Context: an optimization exercise on an open-source flow, tuned for small area. The choices shown serve that exercise and are no tape-out recipe.
Function was checked by simulation only, so behaviour that the tests miss may differ from the original.
Power figures rest on the tool's default switching activity, not on a simulated workload.

==> flow/design.v, too long to show whole: its modules and the start of the top module <==
// module ipt_block: 837 lines
// module ipt_aoi222: 3 lines
// module ipt_aoi22: 3 lines
// module ipt_nand2: 3 lines
// module ipt_a21oi: 3 lines
// module ipt_o21ai: 3 lines
module ipt_block (
    input  wire         clk,
    input  wire         rst,
    input  wire         cmd_valid,
    input  wire [63:0]  cmd_word,
    output wire         cmd_ready,
    input  wire         tick,
    output reg          resp_valid,
    output reg  [31:0]  resp_data,
    output reg          invoke_valid,
    output wire [31:0]  invoke_ref,
    output wire [138:0] irq_en,
    output wire [416:0] irq_pri,
    output wire [3:0]   exc_en,
    output wire [20:0]  exc_pri
);
  // ...
==> flow/flow/run.sh <==
#!/bin/bash
# Standard ORFS layout (the standard.sh) with these changes: ports are
# buffered with the smallest buffer cell, and clock tree synthesis uses
# clkbuf_8 cells in clusters of at most 16 sinks, with no dummy loads.
set -euo pipefail
bash standard.sh synth > synth_make.log 2>&1
bash standard.sh \
  "BUFFER_PORTS_ARGS=-buffer_cell sky130_fd_sc_hd__buf_1" \
  "CTS_ARGS=-sink_clustering_enable -repair_clock_nets -dont_use_dummy_load -buf_list sky130_fd_sc_hd__clkbuf_8 -sink_clustering_size 16 -sink_clustering_max_diameter 60" \
  finish > layout_make.log 2>&1
==> flow/standard.sh <==
#!/bin/bash
# synth_recipe.tcl (not shown) runs the flow's synth.tcl, then flattens the netlist and writes it again
# the make line also repeats each setting of config.mk as NAME=value (left out here)
make -C /OpenROAD-flow-scripts/flow DESIGN_CONFIG=/design/flow/config.mk WORK_HOME=/design/flow/orfs CLKGATE_MAP_FILE= SYNTH_SCRIPT=/design/flow/synth_recipe.tcl "${@:-finish}"
==> flow/config.mk <==
export PLATFORM = sky130hd
export DESIGN_NAME = ipt_block
export DESIGN_NICKNAME = ipt_block
export VERILOG_FILES = /design/flow/design.v
export SDC_FILE = /design/flow/constraint.sdc
export NUM_CORES = 4
export LEC_CHECK = 0
export CAP_MARGIN = 20
export CORE_MARGIN = 2
export CORE_UTILIZATION = 45
export SLEW_MARGIN = 20
export SYNTH_HIERARCHICAL = 1
==> flow/constraint.sdc <==
create_clock -name core_clock -period 8.0 [get_ports {clk}]
set_input_delay 1.6000 -clock core_clock [delete_from_list [all_inputs] [get_ports {clk}]]
set_output_delay 1.6000 -clock core_clock [all_outputs]
set_load 0.01 [all_outputs]
==> qor.txt, run 1 <==
Status: finished clean
CP Capture Type: register
Hold Path End: resp_data[4]
Setup_tns: 0 ns
Largest net degree at the start of global routing: 98
WL final: 136 mm
Critical path peak fanout: 4
Die Span Y: 260 um
Post-DP Area: 33600 um2
Count leader, synth: edfxtp_1
Sequential share of power: 0.638
Clkbuf count: 57
Async SR Flop Fraction: 0
Commonest non-fill, non-tap cell in the layout: buf_1
Biggest consumer: sequential cells
Most flops, register: ipri
Clk. pwr: 1.79 mW
Met1 usage: 0.464
Sequential share of cell area: 0.600
Combinational gate power: 765 uW
Largest family of logic cells by synthesized area: compound AO/OA/AOI/OAI gates
All-Layer GR Usage: 0.386
Fraction of area in multi-input gates: 0.242
Final setup fails: 0
Worst setup SP type: register
FF/Latch Area: 20700 um2
Worst r2r path cells: 27
Yosys warns: 7
Psw: 1.97 mW
Primary FF master, synth: edfxtp_1
Final worst slack: 2.33 ns
Synth-to-layout area growth: 17.0%
Clk tree area frac: 0.0228
DRT antenna net count: 0
Clock sink count: 704
CTS tree: yes
FF-to-FF End: cur[23]
Nets: 2950
Post-Synth Adder-Cell Area: 0.0267
Cell taking the most area after synthesis: edfxtp_1
End point of the critical path: cur[23]
Initial antenna violation count: 4
Crit-path leading delay family: adder cells
Port buffer count: 715
Detailed-route via count: 24656
==> inputs of run 2 (changes only) <==
==> flow/run.sh (new file) <==
#!/bin/bash
# synth_recipe.tcl (not shown) runs the flow's synth.tcl, then flattens the netlist and writes it again
# the make line also repeats each setting of config.mk as NAME=value (left out here)
make -C /OpenROAD-flow-scripts/flow DESIGN_CONFIG=/design/flow/config.mk WORK_HOME=/design/flow/orfs CLKGATE_MAP_FILE= SYNTH_SCRIPT=/design/flow/synth_recipe.tcl finish
--- a/flow/config.mk
+++ b/flow/config.mk
@@ -8,5 +8,8 @@
 export CAP_MARGIN = 20
 export CORE_MARGIN = 2
 export CORE_UTILIZATION = 45
+export CTS_BUF_LIST = sky130_fd_sc_hd__clkbuf_8
+export CTS_CLUSTER_DIAMETER = 60
+export CTS_CLUSTER_SIZE = 16
 export SLEW_MARGIN = 20
 export SYNTH_HIERARCHICAL = 1
removed: flow/flow/run.sh
removed: flow/standard.sh
==> run 2 against run 1 <==
  * Cell count grew 0.73%
  * Count of clock-buffer cells in the layout grew 3
  * Synthesized area is the same
  * Critical endpoint is now resp_data[2]
  * Largest cell class unchanged
  * Wire length grew 2.5%
  * Sequential power is essentially flat
==> qor.txt, run 2 <==
Async SR Flop Fraction: 0 (unchanged)
WL final: 139 mm (was 136 mm)
Synthesized flop and latch total: 704 (unchanged)
Fin area: 39100 um2 (was 34500 um2)
Syn Nets: 2198 (unchanged)
Area contributors post-synth: edfxtp_1, a222oi_1, nor2_1 (unchanged)
P_leak: 13.3 nW (was 11.1 nW)
Critical path peak fanout: 20 (was 4)
FF-to-FF Start: cur[0] (unchanged)
P per Cell Area: 194 nW/um2 (was 205 nW/um2)
Core Area: 64600 um2 (unchanged)
GP Congestion: 0.971 (was 1.02)
Dpl hpwl: 105 mm (was 102 mm)
CP startpoint: cmd_word[58] (was cur[0])
Worst slack, placed: 1.65 ns (was 1.89 ns)
Worst-Skew Late Latency: 0.73 ns (was 0.72 ns)
Final worst slack: 2.13 ns (was 2.33 ns)
CTS Buf Count: 57 (unchanged)
Pint: 5.48 mW (was 5.09 mW)
Final setup fails: 0 (unchanged)
Vias in the first global route: 23748 (was 23147)
Detailed-route via count: 24804 (was 24656)
Clock transition at path regs: 0.11 ns (about the same)
RSZ-0062 raised after global routing: false (unchanged)
Max-slew headroom: 0.181 (was 0.199)
Final Hold Fails: 0 (unchanged)
Htree depth: 2 (unchanged)
Largest register FFs: 417 (unchanged)
Initial antenna violation count: 9 (was 4)
Via-per-instance ratio: 6.70 (was 6.71)
Post-DP Area: 38000 um2 (was 33600 um2)
Top flop regs: ipri x417, en x139 (unchanged)
Sequential share of power: 0.595 (was 0.638)
Fin crit period: 5.87 ns (was 5.67 ns)
Worst-margin pin slew: 1.23 ns (was 1.20 ns)
EDFF count, synth: 658 (unchanged)
Clock power frac: 0.268 (was 0.254)
Final Slew Violations: 0 (unchanged)
CP Capture Type: register (unchanged)
HP Class: register to register (unchanged)
Post-CTS setup buffer count: 0 (unchanged)
Fin Hold WS: 0.527 ns (was 0.512 ns)
Drt first-iter violations: 4617 (was 4961)
Most flops, register: ipri (unchanged)
Hold Crit Depth: 2 (unchanged)
Avg Cell Area, Syn: 14.3 um2 (unchanged)
FF-to-FF End: cur[23] (unchanged)
Final Core Density: 0.606 (was 0.534)
DR pass1 iterations: 13 (unchanged)
Data required time of the worst path: 8.57 ns (was 8.59 ns)
Combinational share of power: 0.137 (was 0.108)
Port buffer count: 715 (unchanged)
Worst setup SP type: input port (was register)
Site row count: 93 (unchanged)
Cell Area, Synth: 29500 um2 (unchanged)
All-Layer GR Usage: 0.399 (was 0.386)
HP Start: en[137] (was en[132])
Maximum capacitance violations: 0 (unchanged)
Crit path kind: input port to register (was register to register)
Starting Density: 0.456 (unchanged)
DRC violations left: 0 (unchanged)
Post-synth top area share: 0.670 (unchanged)
Worst path cell trace: clkdlybuf4s50_1 -> buf_4 -> or2_2 -> clkinv_1 -> and3_1 -> nand2_1 -> mux2i_1 -> and2_1 -> a222oi_1 -> nand4_1 -> or3_1 -> a222oi_1 -> nand4_1
Synth-to-layout area growth: 32.8% (was 17.0%)
Yosys warns: 7 (unchanged)
Crit-path leading delay family: simple AND/OR/NAND/NOR gates (was adder cells)
Cts repair resizes: 0 (unchanged)
Critical-path top delay cell: or3_1 (was xor2_1)
Distinct cells, synth: 61 (unchanged)
DRT antenna net count: 0 (unchanged)
GR Overflow Total: 0 (unchanged)
Reg2Reg Setup Slack: 2.34 ns (was 2.33 ns)
Setup_tns: 0 ns (unchanged)
Die Area: 67600 um2 (unchanged)
Top cells by count, synth: edfxtp_1, nor2_1, a222oi_1 (unchanged)
CTS tree: yes (unchanged)
F_max: 170 MHz (was 176 MHz)
Switching Share: 0.279 (about the same)
Largest net degree at the start of global routing: 140 (was 98)
First-pass GRT wire length: 188 mm (was 182 mm)
CTS Buffer Depth: 3 (unchanged)
Clock sink count: 704 (unchanged)
Die Span Y: 260 um (unchanged)
Post-Syn Instances: 2067 (unchanged)
Worst r2r path cells: 27 (unchanged)
Status: finished clean (unchanged)
Primary FF master, synth: edfxtp_1 (unchanged)
Cell taking the most area after synthesis: edfxtp_1 (unchanged)
Count leader, synth: edfxtp_1 (unchanged)
Hold Path End: resp_data[9] (was resp_data[4])
Most frequent cells in the layout: clkdlybuf4s50_1, edfxtp_1, nor2_1 (was buf_1, edfxtp_1, nor2_1)
Number of I/O pins: 716 (unchanged)
Peak VDD IR: 0.000151 V (was 0.000156 V)
Data arrival time of the critical path: 6.44 ns (was 6.27 ns)
Die X: 260 um (unchanged)
Commonest non-fill, non-tap cell in the layout: clkdlybuf4s50_1 (was buf_1)
Psw: 2.12 mW (was 1.97 mW)
Sequential fraction of the synthesis area: 0.702 (unchanged)
Buf+Inv Stages, Crit Path: 3 (was 1)
Nets: 2943 (was 2950)
Cts hold-fix bufs: 0 (unchanged)
Share of post-route cells with drive strength above 1: 0.0917 (was 0.0880)
CTS Root Cell: clkbuf_8 (unchanged)
DR WL/cell: 37.5 um (was 36.9 um)
Critical Path Max Stage Delay: 0.60 ns (was 0.39 ns)
Crit share post-route: 0.733 (was 0.709)
Layout Skew: 0.0372 ns (was 0.0601 ns)
run 2: logic make-up after synthesis:
group	synth area share
flip-flops	0.702
AND/OR/NAND/NOR	0.103
AO/OA/AOI/OAI	0.121
buffers and inverters	0.0255
adder cells (fa/ha/maj)	0.0267
multiplexers	0.0136
XOR/XNOR	0.00743
other	0.000127
run 2: power groups by stage:
| stage | registers, mW | logic [mW] | clock network [mW] |
|---|---|---|---|
| 2_1_floorplan | 4.57 | 0.242 | 0 |
| 3_3_place_gp | 4.59 | 1.01 | 0 |
| 5_1_grt | 4.52 | 1.07 | 2.18 |
| 4_1_cts | 4.51 | 1.03 | 2.05 |
| 3_5_place_dp | 4.59 | 1.02 | 0 |
| 6_report | 4.52 | 1.04 | 2.04 |
run 2: worst max-delay path by stage:
stage | endpoint | slack (ns) | depth (start not counted)
finish | resp_data[2] | 2.13 | 13
global route | cur[23] | 1.98 | 24
CTS | cur[23] | 2.38 | 27
detailed placement | resp_data[1] | 1.65 | 13
global placement | resp_data[1] | 1.69 | 11
floorplan | resp_data[0] | 0.28 | 9
run 2: cell type report:
cell class                      count  area [um2]
Tap cell                          855        1070
Inverter                          112         420
Clock inverter                     34         248
Fill cell                        5156       25400
Sequential cell                   704       20700
Timing Repair Buffer              769        7580
Multi-Input combinational cell   1168        8320
Antenna cell                        2        5.00
Clock buffer                       60         826
run 2: worst register-to-register path, cell delays in order (launching register included):
cell      delay, ns
dfxtp_1        0.37
inv_1          0.09
ha_1           0.20
ha_1           0.18
ha_1           0.21
ha_1           0.19
ha_1           0.18
ha_1           0.19
ha_1           0.19
ha_1           0.18
ha_1           0.18
ha_1           0.19
ha_1           0.18
ha_1           0.18
ha_1           0.20
ha_1           0.19
ha_1           0.18
ha_1           0.19
ha_1           0.19
ha_1           0.18
ha_1           0.22
ha_1           0.20
ha_1           0.19
ha_1           0.19
xor2_1         0.39
nand2b_1       0.10
a211oi_1       0.32
a21o_1         0.12
run 2: routing by layer:
layer	vias up	track usage	wire [um]
li1	9818	-	-
met1	12298	0.481	46500
met2	2229	0.652	65100
met3	445	0.119	18400
met4	14	0.202	8910
met5	-	0	85
run 2: modules after synthesis, one instance, submodules excluded:
module | flops+latches | cells | area (um2) | copies in the design
ipt_nand2 | 0 | 1 | 3.75 | 10
ipt_aoi22 | 0 | 1 | 12.5 | 27
ipt_block | 704 | 1795 | 26800 | 1
ipt_aoi222 | 0 | 1 | 10.0 | 216
ipt_a21oi | 0 | 1 | 8.76 | 10
ipt_o21ai | 0 | 1 | 5.00 | 9
run 2: stage by stage:
step                      std cells  total power [mW]
after floorplan                2067              4.81
after global placement         3606              5.61
after detailed placement       3607              5.61
after global routing           3702              7.77
after CTS                      3701              7.58
final                          3704              7.60

[afterwards: timing with drivers on the ports]
In the flow no input, the clock included, has a driving cell. The finished layouts below were timed again as built, in two steps.
Step 1 sets driving cells, clkbuf_16 on the clock port and buf_2 on the other inputs (assumed; they add their load-dependent delay and slew).
Step 2 times the ports against the registers' clock, not the clock port: input delays grow and output delays shrink by t, the midpoint of the rising clock arrivals with the driver on.
a / b / c = ideal ports / drivers / drivers and shift; a / b = the first two.
run	t (ns)	slack for setup (ns)	hold WS [ns]	latest minus earliest clock arrival (ns)
run 1	0.757	2.326 / 2.326 / 1.663	0.512 / 0.512 / 0.512	0.075 / 0.076
run 2	0.774	2.133 / 2.164 / 1.389	0.527 / 0.527 / 0.527	0.039 / 0.039
After both steps every run listed still meets setup and hold. The setup slack of run 2, which loses most, moves by +0.031 ns with the drivers and by -0.744 ns with both steps.
